Background: an optimization exercise with open tools, aiming at small area, a short achievable clock period and few clock cycles per item. Do not read the settings as production practice.
Only simulation tests tie the RTL to the original design; equivalence was not proved.
Power and IR drop assume default switching activity.

**config.mk**
```make
export PLATFORM = sky130hd
export DESIGN_NAME = fm_decoder
export DESIGN_NICKNAME = fm_decoder
export VERILOG_FILES = /design/flow/design.v
export SDC_FILE = /design/flow/constraint.sdc
export NUM_CORES = 4
export LEC_CHECK = 0
export ABC_CLOCK_PERIOD_IN_PS = 5000
export CAP_MARGIN = 10
export CORE_MARGIN = 2
export CORE_UTILIZATION = 45
export CTS_CLUSTER_DIAMETER = 100
export CTS_CLUSTER_SIZE = 25
export PLACE_DENSITY = 0.6
export SLEW_MARGIN = 10
```
**constraint.sdc**
```tcl
create_clock -name core_clock -period 22.0 [get_ports {clk}]
set_input_delay 4.4000 -clock core_clock [delete_from_list [all_inputs] [get_ports {clk}]]
set_output_delay 4.4000 -clock core_clock [all_outputs]
set_load 0.01 [all_outputs]
```
**design.v**
```verilog
module fm_decoder (
    input  wire         clk,
    input  wire         rst_n,
    input  wire         cmd_valid,
    output reg          cmd_ready,
    input  wire [31:0]  cmd_data,
    output reg          res_valid,
    input  wire         res_ready,
    output reg  [15:0]  res_head,
    output reg  [103:0] res_payload,
    output wire [31:0]  dstat
);
    localparam [1:0] C_NOBAR  = 2'd0,
                     C_NOPROG = 2'd1,
                     C_CSERR  = 2'd2,
                     C_PROG   = 2'd3;
    localparam [3:0] R_OK       = 4'd0,
                     R_EMPTY    = 4'd1,
                     R_LEFT     = 4'd2,
                     R_RIGHT    = 4'd3,
                     R_BARCOUNT = 4'd4,
                     R_SHORT    = 4'd5,
                     R_LONG     = 4'd6,
                     R_GAP      = 4'd7,
                     R_SIG      = 4'd8,
                     R_HTYPE    = 4'd9,
                     R_HINDEX   = 4'd10,
                     R_DIRECT   = 4'd11,
                     R_CSUM     = 4'd12;
    localparam [2:0] E_IDLE  = 3'd0,    
                     E_WAIT  = 3'd1,    
                     E_SRCH  = 3'd2,    
                     E_CLASS = 3'd3,    
                     E_SUM   = 3'd4,    
                     E_DEC   = 3'd5,    
                     E_VER1  = 3'd6,    
                     E_VER2  = 3'd7;    
    reg  [7:0]  last_csum;
    reg  [15:0] row_index;
    reg         aborted;
    reg         err;
    reg         line_open;
    assign dstat = {5'd0, line_open, err, aborted, last_csum, row_index};
    reg  [13:0] rem_b, rem_c, rem_prev;
    reg         q_ref;
    wire [13:0] rem_diff = rem_b - rem_c;
    wire [13:0] rem_eff  = q_ref ? rem_prev : rem_diff;
    wire        rem_nz   = (rem_eff != 14'd0);
    function lt14;
        input [13:0] a, b;
        reg   [15:0] l, e;
        integer i, w;
        begin
            l = {2'b00, ~a & b};
            e = {2'b11, ~(a ^ b)};
            for (w = 16; w > 1; w = w / 2)
                for (i = 0; i < w / 2; i = i + 1) begin
                    l[i] = l[2*i+1] | (e[2*i+1] & l[2*i]);
                    e[i] = e[2*i+1] & e[2*i];
                end
            lt14 = l[0];
        end
    endfunction
    wire        cmd_fire = cmd_valid && cmd_ready;
    wire [3:0]  op       = cmd_data[31:28];
    wire z27_15   = (cmd_data[27:15] == 13'd0);
    wire z27_1    = z27_15 && (cmd_data[14:1] == 14'd0);
    wire z27_0    = z27_1 && !cmd_data[0];
    wire is_scan  = (op == 4'h8) && z27_0;
    wire is_lb    = (op == 4'h9);
    wire is_pix   = (op == 4'hA) && z27_1;
    wire is_le    = (op == 4'hB) && z27_0;
    wire is_run   = (op == 4'hC) && z27_15;
    wire lb_ok  = !aborted && !line_open && lt14(cmd_data[13:0], cmd_data[27:14]);
    wire run_ok = line_open && (is_pix ? rem_nz : !lt14(rem_eff, cmd_data[13:0]));
    wire le_ok  = line_open && !rem_nz;
    wire a_refuse = cmd_data[31] && !is_scan &&
                    !(is_lb && lb_ok) && !((is_pix || is_run) && run_ok) && !(is_le && le_ok);
    reg  [27:0] q_data;
    reg         q_begin, q_run, q_pix, q_end;
    reg  [2:0]  est;
    always @(posedge clk) begin
        rem_prev <= rem_eff;
        if (cmd_fire && op == 4'h9) begin
            rem_b <= cmd_data[27:14];
            rem_c <= cmd_data[13:0];
        end else begin
            rem_b <= rem_eff;
            if (cmd_fire && op == 4'hA)
                rem_c <= 14'd1;
            else if (cmd_fire && op == 4'hC)
                rem_c <= cmd_data[13:0];
            else
                rem_c <= 14'd0;
        end
    end
    always @(posedge clk or negedge rst_n) begin
        if (!rst_n) begin
            q_begin <= 1'b0;
            q_run   <= 1'b0;
            q_pix   <= 1'b0;
            q_end   <= 1'b0;
            q_ref   <= 1'b0;
        end else begin
            q_ref   <= cmd_fire && a_refuse;
            q_begin <= cmd_fire && is_lb && lb_ok;
            q_run   <= cmd_fire && is_run && run_ok;
            q_pix   <= cmd_fire && is_pix && run_ok;
            q_end   <= cmd_fire && is_le && le_ok;
        end
    end
    always @(posedge clk)
        q_data <= cmd_data[27:0];
    reg  [13:0] left_b, right_b;
    reg         seen_fg, prev_fg;
    reg         left_fail;         
    reg  [13:0] rem_last;          
    reg  [7:0]  n_black;           
    reg  [9:0]  cur_black;         
    reg  [10:0] cur_white, gap_min, gap_max;
    reg  [9:0]  orw;               
    wire [13:0] b_count = q_pix ? 14'd1 : {q_data[13:0]};
    wire        b_fg    = q_pix ? q_data[0] : q_data[14];
    wire        b_act   = (q_run || q_pix) && (b_count != 14'd0);
    wire [13:0] b_fx    = right_b - rem_b;            
    wire [14:0] b_grow  = {5'd0, cur_black} + {1'b0, b_count};
    wire [9:0]  b_wnew  = (b_count >= 14'd1023) ? 10'd1023 : b_count[9:0];
    wire [9:0]  b_wgrow = (b_grow >= 15'd1023) ? 10'd1023 : b_grow[9:0];
    wire [17:0] b_x10   = {1'b0, b_fx, 3'b000} + {3'b000, b_fx, 1'b0};
    wire [11:0] b_white = {1'b0, cur_white} + {1'b0, b_count[10:0]};
    wire [17:0] b_l13   = {left_b, 3'b000} + {1'b0, left_b, 2'b00} + {4'd0, left_b};
    reg         bw_we;
    reg  [7:0]  bw_idx;
    reg  [9:0]  bw_wd;              
    always @* begin
        bw_we  = 1'b0;
        bw_idx = n_black;
        bw_wd  = b_wnew;
        if (b_act && b_fg) begin
            if (!seen_fg) begin
                bw_we  = 1'b1;
                bw_idx = 8'd0;
            end else if (prev_fg) begin
                bw_we  = (n_black <= 8'd132);
                bw_idx = n_black - 8'd1;
                bw_wd  = b_wgrow;
            end else begin
                bw_we  = (n_black <= 8'd131);
                bw_idx = n_black;
            end
        end
    end
    wire [8:0]  bw_wd9 = (bw_wd >= 10'd511) ? 9'd511 : bw_wd[8:0];
    wire [7:0]  bw_wd8 = (bw_wd >= 10'd255) ? 8'd255 : bw_wd[7:0];
    wire        bw_wr  = bw_we;
    always @(posedge clk) begin
        if (q_begin) begin
            left_b    <= q_data[13:0];
            right_b   <= q_data[27:14];
            seen_fg   <= 1'b0;
            prev_fg   <= 1'b0;
            n_black   <= 8'd0;
            cur_white <= 11'd0;
            gap_min   <= 11'h7FF;
            gap_max   <= 11'd0;
            orw       <= 10'd0;
        end else if (b_act) begin
            if (b_fg) begin
                if (!seen_fg) begin
                    seen_fg   <= 1'b1;
                    left_fail <= (b_x10 > b_l13);
                    n_black   <= 8'd1;
                    cur_black <= b_wnew;
                end else if (prev_fg) begin
                    cur_black <= b_wgrow;
                end else begin
                    if (cur_white < gap_min) gap_min <= cur_white;
                    if (cur_white > gap_max) gap_max <= cur_white;
                    cur_white <= 11'd0;
                    cur_black <= b_wnew;
                    if (n_black != 8'd133)
                        n_black <= n_black + 8'd1;
                end
                rem_last <= rem_diff;
            end else begin
                if (seen_fg)
                    cur_white <= (b_count >= 14'd2047 || b_white[11]) ? 11'h7FF : b_white[10:0];
            end
            prev_fg <= b_fg;
            if (bw_we)
                orw <= orw | bw_wd;
        end
    end
    wire [17:0] g_rem10  = {1'b0, rem_last, 3'b000} + {3'b000, rem_last, 1'b0} + 18'd10;
    wire [17:0] g_r3     = {3'b000, right_b, 1'b0} + {4'd0, right_b};
    wire [12:0] g_min3   = {1'b0, gap_min, 1'b0} + {2'd0, gap_min};
    reg  [3:0] g_reason;
    always @* begin
        if (!seen_fg)                                   g_reason = R_EMPTY;
        else if (left_fail)                             g_reason = R_LEFT;
        else if (g_r3 < g_rem10)                        g_reason = R_RIGHT;
        else if (n_black > 8'd132)                      g_reason = R_LONG;
        else if (n_black < 8'd12 || n_black[2:0] != 3'd4) g_reason = R_BARCOUNT;
        else if (n_black < 8'd36)                       g_reason = R_SHORT;
        else if ({2'b0, gap_max} > g_min3)              g_reason = R_GAP;
        else                                            g_reason = R_OK;
    end
    wire [9:0] orw_next  = q_begin ? 10'd0 : ((b_act && bw_we) ? (orw | bw_wd) : orw);
    wire [9:0] orw_smear = orw_next | {1'b0, orw_next[9:1]} | {2'b0, orw_next[9:2]} |
                           {3'b0, orw_next[9:3]} | {4'b0, orw_next[9:4]} | {5'b0, orw_next[9:5]} |
                           {6'b0, orw_next[9:6]} | {7'b0, orw_next[9:7]} | {8'b0, orw_next[9:8]} |
                           {9'b0, orw_next[9]};
    reg [3:0] g_msb;
    integer mi;
    always @* begin
        g_msb = 4'd0;
        for (mi = 0; mi < 10; mi = mi + 1)
            if (orw[mi]) g_msb = mi[3:0];
    end
    reg  [9:0]   cmp_v;            
    wire [11:0]  vblk = {n_black >= 8'd132, n_black >= 8'd124, n_black >= 8'd116,
                         n_black >= 8'd108, n_black >= 8'd100, n_black >= 8'd92,
                         n_black >= 8'd84,  n_black >= 8'd76,  n_black >= 8'd68,
                         n_black >= 8'd60,  n_black >= 8'd52,  n_black >= 8'd44};
    wire [131:0] valid = {{8{vblk[11]}}, {8{vblk[10]}}, {8{vblk[9]}}, {8{vblk[8]}},
                          {8{vblk[7]}},  {8{vblk[6]}},  {8{vblk[5]}}, {8{vblk[4]}},
                          {8{vblk[3]}},  {8{vblk[2]}},  {8{vblk[1]}}, {8{vblk[0]}},
                          36'hF_FFFF_FFFF};
    function le10;
        input [9:0] a, b;
        integer k;
        reg c;
        begin
            c = 1'b1;
            for (k = 0; k < 10; k = k + 1)
                c = (~a[k] & b[k]) | (~a[k] & c) | (b[k] & c);
            le10 = c;
        end
    endfunction
    wire [131:0] le;               
    genvar gi;
    generate
        for (gi = 0; gi < 132; gi = gi + 1) begin : g_bw
            if (gi < 60) begin : g10
                reg [9:0] w;
                always @(posedge clk)
                    if (bw_wr && bw_idx == gi) w <= bw_wd;
                assign le[gi] = le10(w, cmp_v);
            end else if (gi < 124) begin : g9
                reg [8:0] w;
                always @(posedge clk)
                    if (bw_wr && bw_idx == gi) w <= bw_wd9;
                assign le[gi] = cmp_v[9] | le10({1'b0, w}, {1'b0, cmp_v[8:0]});
            end else begin : g8
                reg [7:0] w;
                always @(posedge clk)
                    if (bw_wr && bw_idx == gi) w <= bw_wd8;
                assign le[gi] = (cmp_v[9:8] != 2'b00) | le10({2'b00, w}, {2'b00, cmp_v[7:0]});
            end
        end
    endgenerate
    wire [131:0] le_v = le & valid;
    wire [47:0] pc;
    genvar gp;
    generate
        for (gp = 0; gp < 12; gp = gp + 1) begin : g_pc
            fm_pc11 u_pc (.b(le_v[11*gp+10:11*gp]), .s(pc[4*gp+3:4*gp]));
        end
    endgenerate
    reg  [47:0] part;
    reg  [9:0]  p_lo, p_up;        
    reg  [3:0]  bit_lo, bit_up;    
    function [17:0] csa9;
        input [8:0] a, b, c;
        reg   [8:0] cy;
        begin
            cy    = (a & b) | (a & c) | (b & c);
            csa9  = {a ^ b ^ c, cy[7:0], 1'b0};
        end
    endfunction
    function ge256;
        input [8:0] a, b;
        reg   [7:0] g, q;
        reg   [7:0] g1, q1;
        reg   [7:0] g2, q2;
        reg   [7:0] g3;
        integer i;
        begin
            g = a[7:0] & b[7:0];
            q = a[7:0] | b[7:0];
            for (i = 0; i < 8; i = i + 1) begin
                g1[i] = (i >= 1) ? (g[i] | (q[i] & g[i-1])) : g[i];
                q1[i] = (i >= 1) ? (q[i] & q[i-1]) : q[i];
            end
            for (i = 0; i < 8; i = i + 1) begin
                g2[i] = (i >= 2) ? (g1[i] | (q1[i] & g1[i-2])) : g1[i];
                q2[i] = (i >= 2) ? (q1[i] & q1[i-2]) : q1[i];
            end
            for (i = 0; i < 8; i = i + 1)
                g3[i] = (i >= 4) ? (g2[i] | (q2[i] & g2[i-4])) : g2[i];
            ge256 = a[8] ^ b[8] ^ g3[7];
        end
    endfunction
    wire [8:0]  thr_h  = 9'd256 - {2'b00, n_black[7:1]};    
    wire [17:0] k1a = csa9({5'd0, part[3:0]},   {5'd0, part[7:4]},   {5'd0, part[11:8]});
    wire [17:0] k1b = csa9({5'd0, part[15:12]}, {5'd0, part[19:16]}, {5'd0, part[23:20]});
    wire [17:0] k1c = csa9({5'd0, part[27:24]}, {5'd0, part[31:28]}, {5'd0, part[35:32]});
    wire [17:0] k1d = csa9({5'd0, part[39:36]}, {5'd0, part[43:40]}, {5'd0, part[47:44]});
    wire [17:0] k2a = csa9(k1a[17:9], k1a[8:0], k1b[17:9]);
    wire [17:0] k2b = csa9(k1b[8:0],  k1c[17:9], k1c[8:0]);
    wire [17:0] k2c = csa9(k1d[17:9], k1d[8:0], thr_h);
    wire [17:0] k3a = csa9(k2a[17:9], k2a[8:0], k2b[17:9]);
    wire [17:0] k3b = csa9(k2b[8:0],  k2c[17:9], k2c[8:0]);
    wire [17:0] k4a = csa9(k3a[17:9], k3a[8:0], k3b[17:9]);
    wire [17:0] k6h = csa9(k4a[17:9], k4a[8:0], k3b[8:0]);
    wire [17:0] k6u = csa9(k6h[17:9], k6h[8:0], 9'h1FF);
    wire        ge_h  = ge256(k6h[17:9], k6h[8:0]);
    wire        ge_h1 = ge256(k6u[17:9], k6u[8:0]);
    reg  [1:0]  ph;
    reg         en_q, skip_up, up_pend;
    wire        rsel_up = (ph == 2'd0) || (est == E_CLASS);
    wire        enough = en_q;
    wire [3:0]  rbit   = rsel_up ? bit_up : bit_lo;
    wire [9:0]  rpre   = rsel_up ? p_up : p_lo;
    wire [9:0]  rbitm  = 10'd1 << rbit;
    wire [9:0]  rnew   = enough ? rpre : (rpre | rbitm);
    wire [9:0]  rnext  = rnew | ((rbitm >> 1) - 10'd1) ;
    wire [131:0] cls = ~le;        
    reg  [127:0] pk;
    integer bi;
    always @* begin
        for (bi = 0; bi < 128; bi = bi + 1)
            pk[127-bi] = cls[2+bi];
    end
    wire [15:0] byte_ok = {vblk, 4'hF};
    wire [127:0] pk_m;
    genvar gj;
    generate
        for (gj = 0; gj < 16; gj = gj + 1) begin : g_mask
            assign pk_m[127-8*gj -: 8] = pk[127-8*gj -: 8] & {8{byte_ok[gj]}};
        end
    endgenerate
    reg c_sig;
    always @* begin
        case (n_black[7:3])
            5'd4:  c_sig = cls[34]  && !cls[35];
            5'd5:  c_sig = cls[42]  && !cls[43];
            5'd6:  c_sig = cls[50]  && !cls[51];
            5'd7:  c_sig = cls[58]  && !cls[59];
            5'd8:  c_sig = cls[66]  && !cls[67];
            5'd9:  c_sig = cls[74]  && !cls[75];
            5'd10: c_sig = cls[82]  && !cls[83];
            5'd11: c_sig = cls[90]  && !cls[91];
            5'd12: c_sig = cls[98]  && !cls[99];
            5'd13: c_sig = cls[106] && !cls[107];
            5'd14: c_sig = cls[114] && !cls[115];
            5'd15: c_sig = cls[122] && !cls[123];
            default: c_sig = cls[130] && !cls[131];
        endcase
        c_sig = c_sig && !cls[0] && !cls[1];
    end
    reg  [7:0]  row0, row1, row2;
    reg         sig_ok;
    reg  [15:0] zcs;               
    function [15:0] csa8;
        input [7:0] a, b, c;
        reg   [7:0] cy;
        begin
            cy   = (a & b) | (a & c) | (b & c);
            csa8 = {a ^ b ^ c, cy[6:0], cy[7]};
        end
    endfunction
    function [7:0] eac8;
        input [7:0] a, b;
        reg   [8:0] t;
        begin
            t    = {1'b0, a} + {1'b0, b};
            eac8 = t[8] ? (t[7:0] + 8'd1) : t[7:0];
        end
    endfunction
    wire [7:0] sb1  = row1;
    wire [7:0] sb2  = row2;
    wire [7:0] sb3  = res_payload[7:0];
    wire [7:0] sb4  = res_payload[15:8];
    wire [7:0] sb5  = res_payload[23:16];
    wire [7:0] sb6  = res_payload[31:24];
    wire [7:0] sb7  = res_payload[39:32];
    wire [7:0] sb8  = res_payload[47:40];
    wire [7:0] sb9  = res_payload[55:48];
    wire [7:0] sb10 = res_payload[63:56];
    wire [7:0] sb11 = res_payload[71:64];
    wire [7:0] sb12 = res_payload[79:72];
    wire [7:0] sb13 = res_payload[87:80];
    wire [7:0] sb14 = res_payload[95:88];
    wire [7:0] sb15 = res_payload[103:96];
    wire [15:0] l1a = csa8(sb1,  sb2,  sb3);
    wire [15:0] l1b = csa8(sb4,  sb5,  sb6);
    wire [15:0] l1c = csa8(sb7,  sb8,  sb9);
    wire [15:0] l1d = csa8(sb10, sb11, sb12);
    wire [15:0] l1e = csa8(sb13, sb14, sb15);
    wire [15:0] l2a = csa8(l1a[15:8], l1a[7:0], l1b[15:8]);
    wire [15:0] l2b = csa8(l1b[7:0],  l1c[15:8], l1c[7:0]);
    wire [15:0] l2c = csa8(l1d[15:8], l1d[7:0], l1e[15:8]);
    wire [15:0] l3a = csa8(l2a[15:8], l2a[7:0], l2b[15:8]);
    wire [15:0] l3b = csa8(l2b[7:0],  l2c[15:8], l2c[7:0]);
    wire [15:0] l4a = csa8(l3a[15:8], l3a[7:0], l3b[15:8]);
    wire [15:0] l5a = csa8(l4a[15:8], l4a[7:0], l3b[7:0]);
    wire [15:0] l6a = csa8(l5a[15:8], l5a[7:0], l1e[7:0]);
    wire [15:0] d_cs     = csa8(zcs[15:8], zcs[7:0], last_csum);
    wire [7:0]  d_chain  = eac8(d_cs[15:8], d_cs[7:0]);
    wire [7:0]  d_zero   = eac8(zcs[15:8], zcs[7:0]);
    wire [4:0]  d_k      = n_black[7:3];
    wire [4:0]  d_len    = d_k - 5'd3;
    reg  [1:0]  d_class;
    reg  [3:0]  d_reason;
    always @* begin
        if (!sig_ok) begin
            d_class = C_NOBAR;  d_reason = R_SIG;
        end else if (row1[7:4] != 4'd1) begin
            d_class = C_NOPROG; d_reason = R_HTYPE;
        end else if (row1[3:0] != row_index[3:0]) begin
            d_class = C_NOPROG; d_reason = R_HINDEX;
        end else if (d_chain == row0) begin
            d_class = C_PROG;   d_reason = R_OK;
        end else if (d_len < 5'd10 && d_zero == row0) begin
            d_class = C_NOPROG; d_reason = R_DIRECT;
        end else begin
            d_class = C_CSERR;  d_reason = R_CSUM;
        end
    end
    reg         pass2;
    reg  [9:0]  tp;
    reg         tp_ok, ver1, up_unk;
    wire        ver_ok     = ver1 && ge_h;
    wire        res_free   = !res_valid;
    wire        geo_go     = (est == E_WAIT || q_end) && res_free;
    wire        geo_fail   = (g_reason != R_OK);
    wire        dec_retry  = (est == E_DEC) && !pass2 && (d_class == C_CSERR);
    wire        dec_commit = ((est == E_DEC) && !dec_retry) || (geo_go && geo_fail);
    wire        dec_again  = dec_retry && up_unk;
    wire        dec_take2  = pass2 && (d_class != C_PROG);
    wire [1:0]  out_class  = (est == E_DEC) ? (dec_take2 ? C_CSERR : d_class)  : C_NOBAR;
    wire [3:0]  out_reason = (est == E_DEC) ? (dec_take2 ? R_CSUM  : d_reason) : g_reason;
    wire [3:0]  out_len    = (out_class == C_PROG) ? d_len[3:0] : 4'd0;
    wire        out_upper  = (est == E_DEC) && pass2;
    wire        lo_last    = (est == E_SRCH) && (ph == 2'd2) && (bit_lo == 4'd0);
    always @(posedge clk or negedge rst_n) begin
        if (!rst_n) begin
            est       <= E_IDLE;
            cmd_ready <= 1'b1;
            res_valid <= 1'b0;
            tp_ok     <= 1'b0;
        end else begin
            if (est == E_SUM)
                tp_ok <= 1'b1;
            if (res_valid && res_ready)
                res_valid <= 1'b0;
            if (cmd_fire && is_le && le_ok)
                cmd_ready <= 1'b0;
            if (dec_commit) begin
                res_valid <= 1'b1;
                cmd_ready <= 1'b1;
                est       <= E_IDLE;
            end else if (geo_go) begin
                est <= tp_ok ? E_VER1 : E_SRCH;
            end else if (q_end) begin
                est <= E_WAIT;
            end else begin
                case (est)
                E_SRCH:  if (lo_last) est <= E_CLASS;
                E_CLASS: est <= E_SUM;
                E_SUM:   est <= E_DEC;
                E_DEC:   if (dec_again) est <= E_SRCH;
                         else if (dec_retry) est <= E_CLASS;
                E_VER1:  est <= E_VER2;
                E_VER2:  est <= ver_ok ? E_SUM : E_SRCH;
                default: ;
                endcase
            end
        end
    end
    always @(posedge clk) begin
        part <= pc;
        if (geo_go) begin
            p_lo    <= 10'd0;
            p_up    <= 10'd0;
            bit_lo  <= g_msb;
            bit_up  <= g_msb;
            ph      <= 2'd1;
            skip_up <= 1'b0;
            up_pend <= 1'b0;
            pass2   <= 1'b0;
            up_unk  <= 1'b0;
            if (tp_ok)
                cmp_v <= tp;
        end else if (est == E_VER1) begin
            ver1 <= !ge_h;
        end else if (est == E_VER2) begin
            p_lo    <= tp;
            p_up    <= tp;
            up_unk  <= ver_ok && !ge_h1;
            ph      <= 2'd0;
            skip_up <= 1'b1;
            cmp_v   <= {1'b0, orw_smear[9:1]};
        end else if (est == E_SRCH) begin
            case (ph)
            2'd0: begin
                if (!skip_up) begin
                    p_up   <= rnew;
                    bit_up <= bit_up - 4'd1;
                    cmp_v  <= rnext;
                end else begin
                    p_lo   <= 10'd0;
                    p_up   <= 10'd0;
                end
                skip_up <= 1'b0;
                ph      <= 2'd1;
            end
            2'd1: begin
                en_q <= ge_h;
                ph   <= 2'd2;
            end
            default: begin
                p_lo    <= rnew;
                bit_lo  <= bit_lo - 4'd1;
                cmp_v   <= (bit_lo == 4'd0) ? rnew : rnext;
                en_q    <= ge_h1;
                up_pend <= (bit_lo == 4'd0);
                ph      <= 2'd0;
            end
            endcase
        end else if (est == E_CLASS) begin
            up_pend <= 1'b0;
            if (up_pend)
                p_up <= rnew;
        end else if (dec_again) begin
            p_lo    <= 10'd0;
            p_up    <= 10'd0;
            bit_lo  <= g_msb;
            bit_up  <= g_msb;
            ph      <= 2'd0;
            skip_up <= 1'b1;
            up_unk  <= 1'b0;
            cmp_v   <= {1'b0, orw_smear[9:1]};
        end else if (dec_retry) begin
            cmp_v <= p_up;
            pass2 <= 1'b1;
        end else if (est == E_IDLE || est == E_WAIT) begin
            cmp_v <= tp_ok ? (tp - 10'd1) : {1'b0, orw_smear[9:1]};
        end
        if (est == E_SUM)
            tp <= p_lo;
    end
    always @(posedge clk) begin
        if (est == E_CLASS || est == E_VER2) begin
            row0        <= pk_m[127:120];
            row1        <= pk_m[119:112];
            row2        <= pk_m[111:104];
            res_payload <= {pk_m[7:0],   pk_m[15:8],  pk_m[23:16], pk_m[31:24],
                            pk_m[39:32], pk_m[47:40], pk_m[55:48], pk_m[63:56],
                            pk_m[71:64], pk_m[79:72], pk_m[87:80], pk_m[95:88],
                            pk_m[103:96]};
            sig_ok      <= c_sig;
        end
        if (est == E_SUM)
            zcs <= l6a;
        if (dec_commit) begin
            res_head <= {5'd0, out_len, out_upper, out_reason, out_class};
            if (out_class != C_PROG)
                res_payload <= 104'd0;
        end
    end
    always @(posedge clk or negedge rst_n) begin
        if (!rst_n) begin
            last_csum <= 8'd0;
            row_index <= 16'd0;
            aborted   <= 1'b0;
            err       <= 1'b0;
            line_open <= 1'b0;
        end else begin
            if (cmd_fire) begin
                if (is_scan) begin
                    last_csum <= 8'd0;
                    row_index <= 16'd0;
                    aborted   <= 1'b0;
                    err       <= 1'b0;
                    line_open <= 1'b0;
                end else begin
                    if (a_refuse) err <= 1'b1;
                    if (is_lb && lb_ok) line_open <= 1'b1;
                    if (is_le && le_ok) line_open <= 1'b0;
                end
            end
            if (dec_commit) begin
                if (out_class == C_PROG) begin
                    last_csum <= row0;
                    row_index <= row_index + 16'd1;
                end
                if (out_class == C_CSERR)
                    aborted <= 1'b1;
            end
        end
    end
endmodule
module fm_pc11 (input wire [10:0] b, output wire [3:0] s);
    wire t1, t2, t3, t4, t5, t6, t7, t8, t9, t10, t11, t12, t13, t14;
    assign t1 = b[0] ^ b[1] ^ b[2];
    assign t2 = (b[0] & b[1]) | (b[0] & b[2]) | (b[1] & b[2]);
    assign t3 = b[3] ^ b[4] ^ b[5];
    assign t4 = (b[3] & b[4]) | (b[3] & b[5]) | (b[4] & b[5]);
    assign t5 = b[6] ^ b[7] ^ b[8];
    assign t6 = (b[6] & b[7]) | (b[6] & b[8]) | (b[7] & b[8]);
    assign t7 = b[9] ^ b[10];
    assign t8 = b[9] & b[10];
    assign t9 = t1 ^ t3 ^ t5;
    assign t10 = (t1 & t3) | (t1 & t5) | (t3 & t5);
    assign t11 = t2 ^ t4 ^ t6;
    assign t12 = (t2 & t4) | (t2 & t6) | (t4 & t6);
    assign t13 = t10 ^ t11 ^ t8;
    assign t14 = (t10 & t11) | (t10 & t8) | (t11 & t8);
    assign s = {1'b0, t14, t13, t9} + {1'b0, t12, 1'b0, t7};
endmodule
```
**flow/run.sh**
```bash
#!/bin/bash
# The standard layout (standard.sh: ORFS synth .. finish, unchanged scripts),
# with the resizer's setup repair asked to keep a larger slack margin so that it
# works on paths the 22 ns clock alone would leave untouched, and with plain
# buffers (instead of the delay cells buffer_ports picks by default) on the
# ports. The SDC, clock period and all other settings are the design's.
set -euo pipefail
export SETUP_SLACK_MARGIN=16.3
export BUFFER_PORTS_ARGS="-buffer_cell sky130_fd_sc_hd__buf_2"
bash standard.sh > standard_flow.log 2>&1
```
**standard.sh**
```bash
#!/bin/bash
# synth_recipe.tcl (not shown) runs the flow's synth.tcl, then flattens the netlist and writes it again
# the make line also repeats each setting of config.mk as NAME=value (left out here)
make -C /OpenROAD-flow-scripts/flow DESIGN_CONFIG=/design/flow/config.mk WORK_HOME=/design/flow/orfs CLKGATE_MAP_FILE= SYNTH_SCRIPT=/design/flow/synth_recipe.tcl "${@:-finish}"
```
==> summary.md, run 1 <==
| Metric | Value |
|---|---|
| DIE HEIGHT | 445 µm |
| Instance count on the critical path | 1 |
| NumNets Final | 7913 |
| PwrDens | roughly 63 nW/µm² |
| Routed len/inst | 28.8 µm |
| Skew final | 37.5 ps |
| Yosys warns | 1 |
| Ports | 190 |
| Synth top area cells | edfxtp_1 47%, dfxtp_1 6.8%, maj3_2 6.8%, fa_1 5.6%, ha_1 4.6% |
| CTS root buf | clkbuf_16 |
| Reg2reg setup slack | 16190 ps |
| Layout cells sized above 1 | 0.222 |
| Placed inst area | 91600 µm² |
| Synth top area share | 0.471 |
| Skew-Pair Late Insertion Delay | 770 ps |
| Critical path's top delay family | flip-flops |
| Drt via density | 5.93 |
| Final Instance Area | 98600 µm² |
| Critical path's largest stage delay | 510 ps |
| Count leader, synth | edfxtp_1 |
| Critical path, cell by cell | buf_2 |
| Synth cell count leaders | 1375 x edfxtp_1, 572 x inv_1, 528 x maj3_2 |
| Initial DRC count | 6523 |
| Seq/Total Area, Yosys | 0.550 |
| Min cycle time layout | 5870 ps |
| Status | no timing/DRC/antenna violations |
| Vias in the first global route | between 50000 and 60000 |
| TritonRoute pass-1 iters | 8 |
| Gr ovfl total | 0 |
| VDD IR max | 0.0000730 V |
| First-pass GRT wire length | 403000 µm |
| Final ANT Viol Nets | 0 |
| Setup CP Type | register to primary output |
| RePlAce Congestion | 0.978 |
| Detailed-route via count | just under 60000 |
| Core area | 194000 µm² |
| Initial core utilization | 0.451 |
| Post-synth ARST share | 0.0222 |
| H-tree Lvls | 3 |
| Aggregate routed wire length | between 200000 and 300000 µm |
| Ys flop type | edfxtp_1 |
| Die ar. | 198000 µm² |
| CP Max Fanout | 1 |
| I/O Buffers | 179 |
| Number of synthesized register bits | around 1700 |
| Leak | ~40 nW |
| RSZ-0062 raised after global routing | true |
| Final Cycle Share | 0.267 |
| Final setup vio count | 0 |
| Register clock-pin slew on the reported worst setup and hold paths | 110 ps |
| Max cap viols | 0 |
| Worst min-delay path category | register to register |
| Hold depth | 0 |
| Largest net degree at the start of global routing | 75 |
| CP max stage cell | edfxtp_1 |
| Post-synth EDFFs | 1375 |
| Number of antenna violations at the first check in global routing | 13 |
| Worst-Margin Slew | 1250 ps |
| Total GRT Usage | 0.281 |
| FMAX | 170 MHz |
| Die W | 445 µm |
| Gate Count Post-Synth | 6987 |
| Kind of start point of the critical path | register |
| Post-Syn Area | 87700 µm² |
| CP Data Arrival Time | approximately 1500 ps |
| Site row count | 162 |
| DRC errors left | 0 |
| Crit path capture type | primary output |
| Final hold violation count | 0 |
| Worst r2r path cells | 21 |
| WP buf/inv | 1 |
| Synth area leader | edfxtp_1 |
| Area Growth Syn to Fin | 12.4% |
| CTS Buf Count | 80 |
| Clock Sinks | 1713 |
| Setup TNS | 0 ps |
| TritonCTS clock tree | done |
| Synth unique cells | 96 |
| Required time of the worst setup path | between 15000 and 20000 ps |
| Rel. slew slack | 0.166 |
| Max-slew violations | 0 |
| CTS hold repair buffers | 0 |
| Mean Syn Cell Area | approximately 13 µm² |
| Hpwl dp | 178000 µm |
| Max Root-Sink Buffers | 3 |
-- power by group --
| group | switching (mW) | internal [mW] | leakage [nW] |
|---|---|---|---|
| registers | 0.0147 | 3.48 | 18.7 |
| clock network | 1.06 | 0.730 | 1.15 |
| logic | 0.507 | 0.383 | 20.1 |
| total | 1.59 | 4.60 | 40.0 |
-- routing by layer --
metal,up-vias,share of wire,track usage
li1,26000,-,-
met1,29900,0.40,0.370
met2,2473,0.46,0.451
met3,494,0.079,0.0426
met4,0,0.060,0.143
met5,-,0,0
-- path summary, 6_finish.rpt --
kind / start / to
worst min-delay path: q_data[26] / right_b[12]
worst max-delay path: res_head[2] / res_head[2]
worst max register to register: cmp_v[0] / part[2]
min in group asynchronous: rst_n / row_index[13]
worst min register to register: q_data[26] / right_b[12]
max in group asynchronous: rst_n / q_pix
-- cells in the final DEF (no fill, tap or decap), drive strengths merged, types with 48 or more instances in the layout --
cell type	netlist	routed
nand3	104	104
ha	322	322
fa	244	244
nor2	521	523
dfxtp	300	300
maj3	858	858
a21oi	262	262
a22oi	97	97
edfxtp	1375	1375
nand2b	86	86
a21o	75	75
xnor2	115	115
o21ai	216	216
nor3	89	89
inv	576	576
nor2b	221	221
a31oi	51	51
nand2	273	273
clkbuf	249	141
mux2i	48	48
buf	69	535
xor2	55	55
-- per-stage QoR --
| step | hold WS (ps) | power, mW | utilization | std cells | worst slack, ps |
|---|---|---|---|---|---|
| global placement | 386 | 4.42 | 0.471 | 9504 | 15030 |
| finish | 413 | 6.18 | 0.507 | 9922 | 16130 |
| detailed placement | 390 | 4.45 | 0.471 | 9504 | 15000 |
| floorplan | 386 | 4.23 | - | 6996 | 15960 |
| CTS | 413 | 6.20 | 0.499 | 9835 | 16050 |
| global route | 420 | 6.42 | 0.507 | 9920 | 16090 |
-- state kept, by name, indices dropped and copies added, names as in the netlist, 16 cells and up --
name,cells
res_payload,104
row_index,16
q_data,28
g_bw.genblk1.g9.w,576
g_bw.g10.w,600
g_bw.genblk1.g8.w,64
zcs,16
part,48
-- timing repair --
action / in CTS / in global routing
endpoints found under the setup margin: 773 / 691
pin swaps: 33 / 225
gates resized for setup: 458 / 253
gates cloned: 15 / 8
setup buffers: 168 / 75
-- layout make-up --
type,count,area [µm²]
diodes,3,7.51
clock buffers,136,2300
clock inverters,12,106
fillers,16700,95800
inverters,580,2300
multi-input cells,4387,37000
flip-flops and latches,1713,48600
well taps,2542,3180
repair buffers,545,5100
repair inverters,4,47.5
-- cells by family after synthesis --
group / count (synthesis) / synth area share
compound gates: 1201 / 0.0938
xor+xnor: 174 / 0.0180
fa+ha+maj: 1424 / 0.207
buf+inv: 898 / 0.0403
flops: 1713 / 0.550
mux: 54 / 0.00625
other cells: 1 / 0.0000428
simple gates: 1522 / 0.0845
Testbench counts, summed over its fixed seeds: cycles 223,144, lines 888.
==> run 2: changes to the inputs <==
--- a/flow/run.sh
+++ b/flow/run.sh
@@ -7,3 +7,3 @@
 set -euo pipefail
-export SETUP_SLACK_MARGIN=16.3
+export SETUP_SLACK_MARGIN=16
 export BUFFER_PORTS_ARGS="-buffer_cell sky130_fd_sc_hd__buf_2"
==> run 2 against run 1 <==
  * Clock power about the same
  * Worst hold slack got worse by 1.2 ps
  * Sequential cell count is the same
  * Critical path depth unchanged
  * Largest cell class unchanged
  * Largest power group unchanged
==> summary.md, run 2 <==
| Metric | Value |
|---|---|
| Status | no timing/DRC/antenna violations |
| Critical path's top delay family | flip-flops |
| Skew final | 44.4 ps (+6.88 ps) |
| Setup CP Type | register to primary output |
| Final ANT Viol Nets | 0 (unchanged) |
| Gr ovfl total | 0 (unchanged) |
| CTS root buf | clkbuf_16 |
| Synth cell count leaders | 1375 x edfxtp_1, 572 x inv_1, 528 x maj3_2 |
| Most common cell after layout, fill and taps aside | edfxtp_1 |
| Synth top area cells | edfxtp_1 47%, dfxtp_1 6.8%, maj3_2 6.8%, fa_1 5.6%, ha_1 4.6% |
| Final Hold Slack | 411 ps (-1.22 ps) |
| Ports | 190 (unchanged) |
| DRC errors left | 0 (unchanged) |
| Gate Count Post-Synth | 6987 (unchanged) |
| Skew-Pair Late Insertion Delay | 780 ps (about the same) |
| Worst min-delay path category | register to register |
| Layout fillers | 16800 (+0.71%) |
| WP buf/inv | 1 (unchanged) |
| Multiplexer area fraction after synthesis | 0.00625 (unchanged) |
| Post-synth EDFFs | 1375 (unchanged) |
| Mean Syn Cell Area | 12.6 µm² (unchanged) |
| Synth Area in Simple Gates | 0.0845 (unchanged) |
| Post-synthesis xor/xnor area fraction | 0.0180 (unchanged) |
| Final Cycle Share | 0.273 (+0.00589) |
| Top Registers | g_bw.g10.w: 600 flops, g_bw.genblk1.g9.w: 576 flops, res_payload: 104 flops |
| Reg2reg setup slack | 16010 ps (-180 ps) |
| Initial DRC count | 5362 (-18%) |
| DIE HEIGHT | 445 µm (unchanged) |
| Initial core utilization | 0.451 (unchanged) |
| Rel. slew slack | 0.197 (+0.0303) |
| Synth area leader | edfxtp_1 |
| H-tree Lvls | 3 (unchanged) |
| Count leader, synth | edfxtp_1 |
| Total GRT Usage | 0.266 (-0.0145) |
| Final hold violation count | 0 (unchanged) |
| Kind of start point of the critical path | register |
| Routed len/inst | 28.2 µm (-1.8%) |
| RePlAce Congestion | 0.968 (-0.99%) |
| Critical path's largest stage delay | 610 ps (+100 ps) |
| Register clock-pin slew on the reported worst setup and hold paths | 110 ps (about the same) |
| Largest net degree at the start of global routing | 74 (-1.3%) |
| Aggregate routed wire length | 274000 µm (-4.0%) |
| NumNets Final | 7699 (-2.7%) |
| Number of antenna violations at the first check in global routing | 8 (-5) |
| PwrDens | 65.1 nW/µm² (+3.8%) |
| Synth unique cells | 96 (unchanged) |
| Max cap viols | 0 (unchanged) |
| CTS hold repair buffers | 0 (unchanged) |
| CP max stage cell | dfxtp_1 |
| Post-Syn Area | 87700 µm² (unchanged) |
| Layout cells sized above 1 | 0.157 (-0.0651) |
| FMAX | 167 MHz (-2.2%) |
| Hpwl dp | 179000 µm (+0.44%) |
| Crit path capture type | primary output |
| Seq/Total Area, Yosys | 0.550 (unchanged) |
| Commonest non-fill, non-tap cells in the layout | 1375 x edfxtp_1, 557 x inv_1, 530 x maj3_2 |
| Ys flop type | edfxtp_1 |
| CTS Buf Count | 81 (+1.3%) |
| Detailed-route via count | 57000 (-3.1%) |
| Area Growth Syn to Fin | 8.33% |
| Dpl ws | 15010 ps (+16.1 ps) |
| Worst-Margin Slew | 1200 ps (-46.4 ps) |
| CP Data Arrival Time | 1600 ps (+130 ps) |
| Drt via density | 5.88 (-0.93%) |
| TritonCTS clock tree | done |
| Setup TNS | 0 ps (unchanged) |
| Most flops, register | g_bw.g10.w |
| Post-synth ARST share | 0.0222 (unchanged) |
| Number of synthesized register bits | 1713 (unchanged) |
| Die W | 445 µm (unchanged) |
| RSZ-0062 raised after global routing | true |
| Core area | 194000 µm² (unchanged) |
| Min cycle time layout | 6000 ps (+130 ps) |
| Leak | 38.4 nW (-4.0%) |
| Synth Area in Compound Gates | 0.0938 (unchanged) |
| Site row count | 162 (unchanged) |
| Setup ws final | 16000 ps (-130 ps) |
| TritonRoute pass-1 iters | 8 (unchanged) |
| Critical path, cell by cell | buf_2 |
| Synth top area share | 0.471 (unchanged) |
| Max reg flops | 600 (unchanged) |
| VDD IR max | 0.0000730 V (about the same) |
| Die ar. | 198000 µm² (unchanged) |
| First-pass GRT wire length | 386000 µm (-4.1%) |
| CP Max Fanout | 3 (+2) |
| Required time of the worst setup path | 17600 ps (about the same) |
| Clock Sinks | 1713 (unchanged) |
| I/O Buffers | 179 (unchanged) |
| Max-slew violations | 0 (unchanged) |
| Max Root-Sink Buffers | 3 (unchanged) |
| Main combinational cell family by area after synthesis | adder cells |
| Final setup vio count | 0 (unchanged) |
| Yosys warns | 1 (unchanged) |
| Adder-cell share of the synthesized area | 0.207 (unchanged) |
| Vias in the first global route | 55700 (-0.99%) |
## run 2: power by group
part	internal (mW)	leakage (nW)	switching [mW]
sequential	3.49	18.7	0.0149
combinational	0.374	18.6	0.500
clock	0.716	1.16	1.08
total	4.58	38.4	1.60
## run 2: final timing paths
path                                       from         endpoint  cells past startpoint
worst min register to register       q_data[25]      right_b[11]                      0
worst min-delay path                 q_data[25]      right_b[11]                      0
worst max register to register         cmp_v[0]         part[10]                     20
min in group asynchronous                 rst_n        res_valid                      1
max in group asynchronous                 rst_n          q_begin                      1
worst max-delay path            res_payload[70]  res_payload[70]                      1
## run 2: layout make-up
class	instances	area [µm²]	share of cell area
diodes	3	7.51	0.0000790
multi-input cells	4386	36300	0.382
flip-flops and latches	1713	48300	0.508
inverters	580	2270	0.0239
clock inverters	17	246	0.00259
clock buffers	126	2200	0.0231
repair buffers	333	2530	0.0266
well taps	2542	3180	0.0335
repair inverters	2	17.5	0.000184
## run 2: routing by layer
| layer | up-vias | global-route usage | part of all wire |
|---|---|---|---|
| li1 | 25600 | - | - |
| met1 | 28900 | 0.345 | 0.41 |
| met2 | 2036 | 0.440 | 0.47 |
| met3 | 470 | 0.0297 | 0.058 |
| met4 | 4 | 0.141 | 0.062 |
| met5 | - | 0 | 0.00081 |
## run 2: per-stage QoR
stage | area, µm² | utilization | power [mW] | std cells
final | 95000 | 0.489 | 6.18 | 9702
after global routing | 95000 | 0.489 | 6.42 | 9701
after CTS | 94200 | 0.485 | 6.20 | 9656
after detailed placement | 91500 | 0.470 | 4.44 | 9503
after global placement | 91500 | 0.470 | 4.41 | 9503
after floorplan | 87800 | - | 4.23 | 6996
## run 2: repair_timing
item / CTS / global route
setup endpoints to repair: 351 / 835
buffers inserted: 6 / 31
resized for setup: 56 / 70
pin swaps: 1 / 15
cloned: 4 / 12
## run 2: kinds of logic after synthesis
group           count (synthesis)
other cells                     1
xor+xnor                      174
mux                            54
flops                        1713
fa+ha+maj                    1424
buf+inv                       898
simple gates                 1522
compound gates               1201
==> run 3: changes to the inputs <==
--- a/config.mk
+++ b/config.mk
@@ -8,3 +8,3 @@
 export ABC_CLOCK_PERIOD_IN_PS = 5000
-export CAP_MARGIN = 10
+export CAP_MARGIN = 30
 export CORE_MARGIN = 2
@@ -13,3 +13,4 @@
 export CTS_CLUSTER_SIZE = 25
+export GPL_TIMING_DRIVEN = 1
 export PLACE_DENSITY = 0.6
-export SLEW_MARGIN = 10
+export SLEW_MARGIN = 30
==> run 3 against run 2 <==
  * Sequential cell count did not move
  * Worst hold slack got worse by 3.1 ps
  * Global-route usage barely moved
  * Clock skew fell by 7.5 ps
  * Non-clock buffer count fell by 7
  * Wire length fell by 0.90%
  * First-iteration DRC count rose by 2.3%
  * Core utilization fell by 0.051 points
  * Combinational power barely moved
  * Register-to-register slack improved by 40 ps
  * Maximum frequency barely moved
  * Critical endpoint is now res_payload[37]
  * Highest routed layer unchanged
==> summary.md, run 3 <==
| Metric | Value |
|---|---|
| Crit path capture type | primary output |
| I/O Buffers | 179 (unchanged) |
| GR Util met1 | 0.343 (-0.00137) |
| Count leader, synth | edfxtp_1 |
| Layout cells sized above 1 | 0.158 (+0.00118) |
| RSZ-0062 raised after global routing | true |
| Max Root-Sink Buffers | 3 (unchanged) |
| Yosys warns | 1 (unchanged) |
| Most flops, register | g_bw.g10.w |
| First-pass GRT wire length | 387000 µm (+0.21%) |
| Final Instance Area | 94900 µm² (-0.10%) |
| Site row count | 162 (unchanged) |
| Rel. slew slack | 0.260 (+0.0632) |
| Core area | 194000 µm² (unchanged) |
| Hold depth | 0 (unchanged) |
| Total GRT Usage | 0.266 (+0.000383) |
| Area Growth Syn to Fin | 8.21% |
| H-tree Lvls | 3 (unchanged) |
| Dpl ws | 15010 ps (-8.40 ps) |
| Final setup vio count | 0 (unchanged) |
| Top Registers | g_bw.g10.w: 600 flops, g_bw.genblk1.g9.w: 576 flops, res_payload: 104 flops |
| Kind of start point of the critical path | register |
| TritonCTS clock tree | done |
| Synth top area cells | edfxtp_1 47%, dfxtp_1 6.8%, maj3_2 6.8%, fa_1 5.6%, ha_1 4.6% |
| TritonRoute pass-1 iters | 6 (-2) |
| CTS root buf | clkbuf_16 |
| Ys flop type | edfxtp_1 |
| Aggregate routed wire length | 272000 µm (-0.90%) |
| WP buf/inv | 1 (unchanged) |
| Layout Utilization | 0.488 (-0.000508) |
| CTS Buf Count | 80 (-1.2%) |
| Final hold violation count | 0 (unchanged) |
| Initial DRC count | 5487 (+2.3%) |
| Worst r2r path cells | 16 (-20%) |
| Final ANT Viol Nets | 0 (unchanged) |
| Largest net degree at the start of global routing | 74 (unchanged) |
| Total Power | 6.15 mW (-0.45%) |
| Most common cell after layout, fill and taps aside | edfxtp_1 |
| Commonest non-fill, non-tap cells in the layout | 1375 x edfxtp_1, 555 x inv_1, 530 x maj3_2 |
| Drt via density | 5.88 (about the same) |
| Vias in the first global route | 55500 (-0.39%) |
| Setup TNS | 0 ps (unchanged) |
| Setup CP Type | register to primary output |
| Max reg flops | 600 (unchanged) |
| Skew-Pair Late Insertion Delay | 760 ps (-20 ps) |
| Post-synth ARST share | 0.0222 (unchanged) |
| Synth area leader | edfxtp_1 |
| VDD IR max | 0.0000702 V (-3.9%) |
| Detailed-route via count | 57000 (-0.14%) |
| DIE HEIGHT | 445 µm (unchanged) |
| Layout fillers | 16900 (+0.20%) |
| Synth cell count leaders | 1375 x edfxtp_1, 572 x inv_1, 528 x maj3_2 |
| Critical path, cell by cell | buf_2 |
| Gate Count Post-Synth | 6987 (unchanged) |
| Worst-Margin Slew | 1100 ps (-102 ps) |
| Required time of the worst setup path | 17600 ps (about the same) |
| Setup ws final | 16000 ps (-4.90 ps) |
| Synth unique cells | 96 (unchanged) |
| Gr ovfl total | 0 (unchanged) |
| Hpwl dp | 180000 µm (+0.46%) |
| Max-slew violations | 0 (unchanged) |
| Mean Syn Cell Area | 12.6 µm² (unchanged) |
| Met3 Usage GRT | 0.0315 (+0.00182) |
| Instance count on the critical path | 1 (unchanged) |
| Final Cycle Share | 0.273 (about the same) |
| Max cap viols | 0 (unchanged) |
| Clock Sinks | 1713 (unchanged) |
| CP max stage cell | dfxtp_1 |
| Initial core utilization | 0.451 (unchanged) |
| Synth top area share | 0.471 (unchanged) |
| Die ar. | 198000 µm² (unchanged) |
| Leak | 38.3 nW (-0.18%) |
| Seq/Total Area, Yosys | 0.550 (unchanged) |
| CP Max Fanout | 3 (unchanged) |
| Post-Syn Area | 87700 µm² (unchanged) |
| NumNets Final | 7691 (-0.10%) |
| Number of antenna violations at the first check in global routing | 10 (+2) |
| PwrDens | 64.8 nW/µm² (-0.35%) |
| DRC errors left | 0 (unchanged) |
| Die W | 445 µm (unchanged) |
| GR peak layer | met2 |
| Ports | 190 (unchanged) |
| Critical path's largest stage delay | 620 ps (about the same) |
| FMAX | 167 MHz (about the same) |
| Number of synthesized register bits | 1713 (unchanged) |
| CP Data Arrival Time | 1600 ps (about the same) |
| Worst min-delay path category | register to register |
| Post-synth EDFFs | 1375 (unchanged) |
| Min cycle time layout | 6000 ps (+4.90 ps) |
| Met2 usage | 0.444 (+0.00385) |
| Register clock-pin slew on the reported worst setup and hold paths | 110 ps (about the same) |
| Skew final | 36.9 ps (-7.50 ps) |
| Critical path's top delay family | flip-flops |
| Status | no timing/DRC/antenna violations |
| Placed inst area | 91600 µm² (+0.12%) |
| Routed len/inst | 28.0 µm (-0.82%) |
| RePlAce Congestion | 0.968 (unchanged) |
-- run 3: cell counts after synthesis --
Identical to the previous run, type by type.
-- run 3: power by group --
part           switching, mW  internal [mW]
Combinational          0.500          0.374
Clock                   1.06          0.715
Sequential            0.0148           3.49
-- run 3: timing repair --
item	4_1_cts	5_1_grt
pin swaps	2	8
gates resized for setup	49	50
hold buffers	0	0
setup endpoints to repair	328	455
cloned	4	9
endpoints found under the hold margin	0	0
setup buffers	4	23
-- run 3: metal layers --
| metal | up-vias | part of all wire |
|---|---|---|
| li1 | 25600 | - |
| met1 | 28800 | 0.40 |
| met2 | 2082 | 0.48 |
| met3 | 444 | 0.063 |
| met4 | 4 | 0.059 |
| met5 | - | 0.00010 |
-- run 3: area by class of cell --
| class | count | area [µm²] | area share |
|---|---|---|---|
| repair buffers | 326 | 2450 | 0.0258 |
| clock buffers | 126 | 2200 | 0.0231 |
| well taps | 2542 | 3180 | 0.0335 |
| repair inverters | 2 | 17.5 | 0.000185 |
| flip-flops and latches | 1713 | 48300 | 0.509 |
| multi-input cells | 4386 | 36300 | 0.383 |
| clock inverters | 15 | 179 | 0.00189 |
| diodes | 4 | 10.0 | 0.000105 |
| inverters | 580 | 2270 | 0.0239 |
-- run 3: logic make-up after synthesis --
kind of cell,after synthesis,share of synthesized area
DFF,1713,0.550
and+or+nand+nor,1522,0.0845
adders and majority gates,1424,0.207
AOI/OAI and AO/OA,1201,0.0938
buffers and inverters,898,0.0403
xor gates and xnor gates,174,0.0180
muxes,54,0.00625
other,1,0.0000428
-- run 3: through the flow --
step / hold WS [ps] / instances
6_report: 408 / 9694
5_1_grt: 410 / 9691
4_1_cts: 409 / 9655
3_5_place_dp: 389 / 9506
3_3_place_gp: 388 / 9503
2_1_floorplan: 386 / 6996
-- run 3: worst register-to-register path: cells and delay by family, from the launching register on --
kind / cells / cell delay [ps]
adder cells (fa/ha/maj): 8 / 3060
buffers and inverters: 5 / 1370
AO/OA/AOI/OAI: 3 / 740
flip-flops: 1 / 690
-- run 3: final timing paths --
kind / startpoint / to / slack [ps]
worst max-delay path: res_payload[37] / res_payload[37] / 16000
worst min-delay path: q_data[20] / right_b[6] / 410
worst max register to register: cmp_v[5] / part[39] / 16050
worst min register to register: q_data[20] / right_b[6] / 410
max in group asynchronous: rst_n / row_index[1] / 17900
min in group asynchronous: rst_n / res_valid / 3650
==> run 4: changes to the inputs <==
--- a/config.mk
+++ b/config.mk
@@ -13,3 +13,2 @@
 export CTS_CLUSTER_SIZE = 25
-export GPL_TIMING_DRIVEN = 1
 export PLACE_DENSITY = 0.6
==> run 4 against run 3 <==
  * Clock power hardly changed
  * Largest cell class unchanged
  * Non-clock buffer count stayed put
  * Core utilization stayed put
  * Register-to-register slack hardly changed
  * Final area stayed put
  * Clock skew stayed put
  * Still clean
  * Combinational power hardly changed
  * Sequential cell count stayed put
  * Worst hold slack stayed put
  * Largest power group unchanged
==> summary.md, run 4 <==
| Metric | Value |
|---|---|
| Die ar. | 198000 µm² (unchanged) |
| Count leader, synth | edfxtp_1 |
| FMAX | 167 MHz (unchanged) |
| Final Cycle Share | 0.273 (unchanged) |
| WP buf/inv | 1 (unchanged) |
| CP Data Arrival Time | 1600 ps (about the same) |
| Vias in the first global route | 55500 (unchanged) |
| Synth area leader | edfxtp_1 |
| NumNets Final | 7691 (unchanged) |
| Hpwl dp | 180000 µm (unchanged) |
| Area Growth Syn to Fin | 8.21% (unchanged) |
| Setup CP Type | register to primary output |
| Placed cells | 9506 (unchanged) |
| Leak | 38.3 nW (unchanged) |
| Most common cell after layout, fill and taps aside | edfxtp_1 |
| Skew final | 36.9 ps (unchanged) |
| TritonCTS clock tree | done |
| Setup TNS | 0 ps (unchanged) |
| Site row count | 162 (unchanged) |
| RSZ-0062 raised after global routing | true |
| Critical path's largest stage delay | 620 ps (about the same) |
| Number of antenna violations at the first check in global routing | 10 (unchanged) |
| Worst min-delay path category | register to register |
| Drt via density | 5.88 (unchanged) |
| Ys flop type | edfxtp_1 |
| Post-Syn Area | 87700 µm² (unchanged) |
| Yosys warns | 1 (unchanged) |
| Instance count on the critical path | 1 (unchanged) |
| Number of synthesized register bits | 1713 (unchanged) |
| Kind of start point of the critical path | register |
| FF/Latch Area | 48300 µm² (unchanged) |
| Worst-Margin Slew | 1100 ps (unchanged) |
| Layout cells sized above 1 | 0.158 (unchanged) |
| Die W | 445 µm (unchanged) |
| DRC errors left | 0 (unchanged) |
| Crit path launch | res_payload[37] |
| CP Max Fanout | 3 (unchanged) |
| Final setup vio count | 0 (unchanged) |
| CTS hold repair buffers | 0 (unchanged) |
| Layout Utilization | 0.488 (unchanged) |
| CTS Buf Count | 80 (unchanged) |
| Ports | 190 (unchanged) |
| DIE HEIGHT | 445 µm (unchanged) |
| Synth top area cells | edfxtp_1 47%, dfxtp_1 6.8%, maj3_2 6.8%, fa_1 5.6%, ha_1 4.6% |
| TritonRoute pass-1 iters | 6 (unchanged) |
| Aggregate routed wire length | 272000 µm (unchanged) |
| Hold depth | 0 (unchanged) |
| Setup ws final | 16000 ps (unchanged) |
| Synth top area share | 0.471 (unchanged) |
| H-tree Lvls | 3 (unchanged) |
| Max cap viols | 0 (unchanged) |
| Status | no timing/DRC/antenna violations |
| PwrDens | 64.8 nW/µm² (unchanged) |
| Finished Layout Cells | 9694 (unchanged) |
| Synth cell count leaders | 1375 x edfxtp_1, 572 x inv_1, 528 x maj3_2 |
| Clock Sinks | 1713 (unchanged) |
| First-pass GRT wire length | 387000 µm (unchanged) |
| Final hold violation count | 0 (unchanged) |
| Core area | 194000 µm² (unchanged) |
| Reg2reg start | cmp_v[5] |
| Post-synth ARST share | 0.0222 (unchanged) |
| Routed len/inst | 28.0 µm (unchanged) |
| Max-slew violations | 0 (unchanged) |
| Rel. slew slack | 0.260 (unchanged) |
| Total Power | 6.15 mW (unchanged) |
| Seq/Total Area, Yosys | 0.550 (unchanged) |
| Worst r2r path cells | 16 (unchanged) |
| Synth unique cells | 96 (unchanged) |
| Skew-Pair Late Insertion Delay | 760 ps (about the same) |
| I/O Buffers | 179 (unchanged) |
| Min cycle time layout | 6000 ps (unchanged) |
| Total GRT Usage | 0.266 (unchanged) |
| Final ANT Viol Nets | 0 (unchanged) |
| CTS root buf | clkbuf_16 |
| Critical path's top delay family | flip-flops |
| Most flops, register | g_bw.g10.w |
| Gate Count Post-Synth | 6987 (unchanged) |
| Register clock-pin slew on the reported worst setup and hold paths | 110 ps (about the same) |
| Initial core utilization | 0.451 (unchanged) |
| RePlAce Congestion | 0.968 (unchanged) |
| Dpl ws | 15010 ps (unchanged) |
| Mean Syn Cell Area | 12.6 µm² (unchanged) |
| Hold Path Origin | q_data[20] |
| Commonest non-fill, non-tap cells in the layout | 1375 x edfxtp_1, 555 x inv_1, 530 x maj3_2 |
| Top Registers | g_bw.g10.w: 600 flops, g_bw.genblk1.g9.w: 576 flops, res_payload: 104 flops |
| Initial DRC count | 5487 (unchanged) |
| Post-synth EDFFs | 1375 (unchanged) |
| Crit path capture type | primary output |
| Critical path, cell by cell | buf_2 |
| CP max stage cell | dfxtp_1 |
| Required time of the worst setup path | 17600 ps (about the same) |
| VDD IR max | 0.0000702 V (unchanged) |
| Gr ovfl total | 0 (unchanged) |
| Detailed-route via count | 57000 (unchanged) |
| Largest net degree at the start of global routing | 74 (unchanged) |
| Multi-input gate area | 36300 µm² (unchanged) |
| Max Root-Sink Buffers | 3 (unchanged) |
| Max reg flops | 600 (unchanged) |
| Layout fillers | 16900 (unchanged) |
-- run 4: stage by stage --
stage                     instance area [µm²]  hold WS [ps]
final                                   94900           408
after global routing                    94900           410
after CTS                               94200           409
after detailed placement                91600           389
after global placement                  91500           388
after floorplan                         87800           386
-- run 4: cells by family after synthesis --
group                    Yosys count  synth area share
multiplexers                      54           0.00625
buffers and inverters            898            0.0403
other                              1         0.0000428
XOR/XNOR                         174            0.0180
flip-flops                      1713             0.550
AND/OR/NAND/NOR                 1522            0.0845
AO/OA/AOI/OAI                   1201            0.0938
adder cells (fa/ha/maj)         1424             0.207
-- run 4: worst paths after layout --
kind / end / slack (ps)
worst min-delay path: right_b[6] / 410
max in group asynchronous: row_index[1] / 17900
worst max register to register: part[39] / 16050
worst min register to register: right_b[6] / 410
min in group asynchronous: res_valid / 3650
worst max-delay path: res_payload[37] / 16000
-- run 4: cell type report --
class                      count  area share
clock inverter                15     0.00189
multi-input combinational   4386       0.383
antenna                        4    0.000105
sequential                  1713       0.509
tap                         2542      0.0335
inverter                     580      0.0239
timing repair inverter         2    0.000185
clock buffer                 126      0.0231
timing repair buffer         326      0.0258
-- run 4: where the power goes --
| part | leakage [nW] | internal [mW] | switching, mW |
|---|---|---|---|
| clock | 1.14 | 0.715 | 1.06 |
| sequential | 18.7 | 3.49 | 0.0148 |
| combinational | 18.5 | 0.374 | 0.500 |
| total | 38.3 | 4.58 | 1.57 |
-- run 4: timing repair --
item                                    CTS  global route
pin swaps                                 2             8
buffers inserted                          4            23
endpoints found under the setup margin  328           455
endpoints found under the hold margin     0             0
cloned                                    4             9
resized for setup                        49            50
-- run 4: routing by layer --
layer | part of all wire | global-route usage | wire length [µm] | up-vias
li1 | - | - | - | 25600
met1 | 0.40 | 0.343 | 109000 | 28800
met2 | 0.48 | 0.444 | 130000 | 2082
met3 | 0.063 | 0.0315 | 17200 | 444
met4 | 0.059 | 0.135 | 16000 | 4
met5 | 0.00010 | 0 | 28 | -
==> run 5: changes to the inputs <==
--- a/config.mk
+++ b/config.mk
@@ -10,6 +10,6 @@
 export CORE_MARGIN = 2
-export CORE_UTILIZATION = 45
+export CORE_UTILIZATION = 55
 export CTS_CLUSTER_DIAMETER = 100
 export CTS_CLUSTER_SIZE = 25
-export PLACE_DENSITY = 0.6
+export PLACE_DENSITY = 0.7
 export SLEW_MARGIN = 30
==> run 5 against run 4 <==
  * Core utilization up 11 points
  * Largest cell class unchanged
  * Worst hold slack worse by 1.1 ps
  * Power up 0.67%
  * Sequential cell count unchanged
  * Clock skew up 5.0 ps
  * Count of clock-buffer cells in the layout up 13
==> summary.md, run 5 <==
| Metric | Value |
|---|---|
| WP buf/inv | 1 (unchanged) |
| Critical path, cell by cell | buf_2 |
| Max cap viols | 0 (unchanged) |
| First-pass GRT wire length | 380000 µm (-1.8%) |
| Total Power | 6.20 mW (+0.67%) |
| Gr ovfl total | 0 (unchanged) |
| Critical path's top delay family | flip-flops |
| Synth top area share | 0.471 (unchanged) |
| Initial DRC count | 6920 (+26%) |
| Dpl ws | 14800 ps (-201 ps) |
| Status | no timing/DRC/antenna violations |
| Hold Path Sink | right_b[11] |
| Post-Syn Area | 87700 µm² (unchanged) |
| TritonRoute pass-1 iters | 8 (+2) |
| Kind of start point of the critical path | register |
| Number of synthesized register bits | 1713 (unchanged) |
| Detailed-route via count | 58500 (+2.7%) |
| Required time of the worst setup path | 17600 ps (about the same) |
| Leak | 38.3 nW (about the same) |
| Initial core utilization | 0.554 (+0.103) |
| Site row count | 146 (-9.9%) |
| FMAX | 167 MHz (+0.46%) |
| Layout Utilization | 0.596 (+0.108) |
| Ys flop type | edfxtp_1 |
| Crit path capture type | primary output |
| Post-synth ARST share | 0.0222 (unchanged) |
| CTS root buf | clkbuf_16 |
| NumNets Final | 7684 (-0.091%) |
| Layout cells sized above 1 | 0.158 (-0.000162) |
| Worst-Margin Slew | 1110 ps (+15.8 ps) |
| Final hold violation count | 0 (unchanged) |
| Final setup vio count | 0 (unchanged) |
| NetSw | 1.58 mW (+0.72%) |
| TritonCTS clock tree | done |
| Drt via density | 6.34 (+7.9%) |
| Final Instance Area | 94400 µm² (-0.50%) |
| RePlAce Congestion | 0.983 (+1.5%) |
| Worst min-delay path category | register to register |
| Die ar. | 163000 µm² (-18%) |
| VDD IR max | 0.0000850 V (+21%) |
| Post-synth EDFFs | 1375 (unchanged) |
| Critical path's largest stage delay | 610 ps (about the same) |
| Mean Syn Cell Area | 12.6 µm² (unchanged) |
| Layout fillers | 12300 (-27%) |
| Clk network pwr share | 0.291 (+0.003) |
| Most flops, register | g_bw.g10.w |
| Hold Path Origin | q_data[25] |
| Synth unique cells | 96 (unchanged) |
| Ports | 190 (unchanged) |
| Total GRT Usage | 0.319 (+0.0526) |
| Critical R2R Capture | part[3] |
| CTS Buf Count | 81 (+1.3%) |
| Hold depth | 0 (unchanged) |
| Placed inst area | 90900 µm² (-0.72%) |
| CP max stage cell | dfxtp_1 |
| Max Root-Sink Buffers | 3 (unchanged) |
| Setup CP Type | register to primary output |
| DIE HEIGHT | 403 µm (-9.5%) |
| Synth area leader | edfxtp_1 |
| Combinational fraction of design power | 0.142 (about the same) |
| H-tree Lvls | 3 (unchanged) |
| Top Registers | g_bw.g10.w: 600 flops, g_bw.genblk1.g9.w: 576 flops, res_payload: 104 flops |
| DRC errors left | 0 (unchanged) |
| Min cycle time layout | 5970 ps (-27.4 ps) |
| Largest net degree at the start of global routing | 81 (+9.5%) |
| Routed len/inst | 28.7 µm (+2.4%) |
| Sw frac | 0.255 (about the same) |
| Clock Sinks | 1713 (unchanged) |
| RSZ-0062 raised after global routing | true |
| I/O Buffers | 179 (unchanged) |
| Reg2reg start | cmp_v[0] |
| Pint | 4.61 mW (+0.66%) |
| Most common cell after layout, fill and taps aside | edfxtp_1 |
| Sequential power share | 0.567 (-0.003) |
| Synth top area cells | edfxtp_1 47%, dfxtp_1 6.8%, maj3_2 6.8%, fa_1 5.6%, ha_1 4.6% |
| Commonest non-fill, non-tap cells in the layout | 1375 x edfxtp_1, 555 x inv_1, 533 x maj3_2 |
| Core area | 158000 µm² (-19%) |
| Area Growth Syn to Fin | 7.67% |
| Seq/Total Area, Yosys | 0.550 (unchanged) |
| Reg2reg setup slack | 16070 ps (+20 ps) |
| Rel. slew slack | 0.249 (-0.0107) |
| Max-slew violations | 0 (unchanged) |
| Setup TNS | 0 ps (unchanged) |
| Final Cycle Share | 0.272 (-0.00125) |
| Count leader, synth | edfxtp_1 |
| Gate Count Post-Synth | 6987 (unchanged) |
| Skew final | 42.0 ps (+5.05 ps) |
| Final ANT Viol Nets | 0 (unchanged) |
| CP Max Fanout | 3 (unchanged) |
| Aggregate routed wire length | 265000 µm (-2.5%) |
| Worst r2r path cells | 19 (+3) |
| Number of antenna violations at the first check in global routing | 13 (+3) |
| Synth cell count leaders | 1375 x edfxtp_1, 572 x inv_1, 528 x maj3_2 |
| Skew-Pair Late Insertion Delay | 740 ps (-20 ps) |
| CP Data Arrival Time | 1570 ps (-30 ps) |
| Setup ws final | 16030 ps (+27.4 ps) |
| Hpwl dp | 173000 µm (-3.5%) |
| Yosys warns | 1 (unchanged) |
| Max reg flops | 600 (unchanged) |
| Vias in the first global route | 56400 (+1.6%) |
| Register clock-pin slew on the reported worst setup and hold paths | 110 ps (about the same) |
| PwrDens | 65.6 nW/µm² (+1.2%) |
| Die W | 403 µm (-9.5%) |
run 5: cell counts after synthesis:
Identical to the previous run, type by type.
run 5: what timing repair did:
action	in CTS	in global routing
hold buffers	0	0
pin swaps	3	11
gates cloned	7	5
resized for setup	47	43
setup buffers	12	19
hold endpoints to repair	0	0
setup endpoints to repair	276	268
run 5: metrics by stage:
step	hold slack (ps)	std cells
2_1_floorplan	386	6996
6_report	407	9228
3_3_place_gp	387	9023
5_1_grt	421	9221
3_5_place_dp	389	9025
4_1_cts	410	9194
run 5: routing by layer:
layer,global-route usage,vias to the layer above,wire length [µm]
li1,-,25600,-
met1,0.424,29300,102000
met2,0.506,3018,121000
met3,0.0586,597,26400
met4,0.158,10,15200
met5,0,-,61
run 5: cell families (layout without fill, tap and decap cells):
kind of cell	after synthesis	after routing	synth area share
DFF	1713	1713	0.550
and+or+nand+nor	1522	1523	0.0845
adders and majority gates	1424	1424	0.207
AOI/OAI and AO/OA	1201	1201	0.0938
buffers and inverters	898	1050	0.0403
xor gates and xnor gates	174	174	0.0180
muxes	54	54	0.00625
other	1	17	0.0000428
run 5: power by group through the flow:
stage	Combinational (mW)	Sequential [mW]	Clock, mW
2_1_floorplan	0.649	3.58	0
3_3_place_gp	0.841	3.58	0
3_5_place_dp	0.873	3.58	0
4_1_cts	0.876	3.51	1.81
5_1_grt	0.995	3.51	1.92
6_report	0.882	3.51	1.80
run 5: worst max path at each step:
stage,startpoint,endpoint,slack (ps),cells after the start
5_1_grt,cmp_v[0],part[3],15970,19
4_1_cts,res_payload[36],res_payload[36],16000,1
3_5_place_dp,cmd_data[15],row_index[3],14800,10
6_report,res_payload[37],res_payload[37],16030,1
2_1_floorplan,cmd_data[1],err,15950,13
3_3_place_gp,cmd_data[15],row_index[11],14850,10
run 5: final cells by class:
| type | instances | area, µm² | share of cell area |
|---|---|---|---|
| Inverter | 580 | 2260 | 0.0239 |
| Clock buffer | 139 | 2290 | 0.0242 |
| Multi-Input combinational cell | 4386 | 36400 | 0.385 |
| Antenna cell | 7 | 17.5 | 0.000185 |
| Tap cell | 2072 | 2590 | 0.0275 |
| Sequential cell | 1713 | 48300 | 0.511 |
| Clock inverter | 11 | 209 | 0.00221 |
| Timing Repair Buffer | 320 | 2430 | 0.0257 |

[static timing again, ports no longer ideal]
The results above use ideal ports. As a check the final layouts listed here were re-extracted and re-timed, cells and wires unchanged.
Step 1, drivers: a clkbuf_16 drives clk and a buf_2 each remaining input, both assumed.
Step 2 adds t to the input delays and takes it off the output delays; t is the mean of the earliest and latest rising clock arrival at the registers after step 1. Input paths then give back, and output paths get back, about the clock's delay inside the block.
a / b / c = ideal / step 1 / step 2; a / b = the first two.
run | t (ns) | setup slack, ns | hold WS [ns] | slew at the worst register clock pin (ns) | worst slew at a driven data input, ns
run 1 | 0.834 | 16.133 / 16.049 / 15.498 | 0.413 / 0.413 / 0.413 | 0.12 / 0.12 | 0.09
run 2 | 0.847 | 16.003 / 15.917 / 15.416 | 0.411 / 0.411 / 0.411 | 0.11 / 0.11 | 0.10
run 3 | 0.830 | 15.998 / 15.914 / 15.379 | 0.408 / 0.408 / 0.408 | 0.11 / 0.11 | 0.11
run 4 | 0.830 | 15.998 / 15.914 / 15.379 | 0.408 / 0.408 / 0.408 | 0.11 / 0.11 | 0.11
run 5 | 0.818 | 16.026 / 15.932 / 15.415 | 0.407 / 0.407 / 0.407 | 0.11 / 0.11 | 0.11
After both steps setup and hold are still met in every run listed. The setup slack of run 1, which loses most, moves by -0.084 ns with the drivers and by -0.635 ns with both steps.
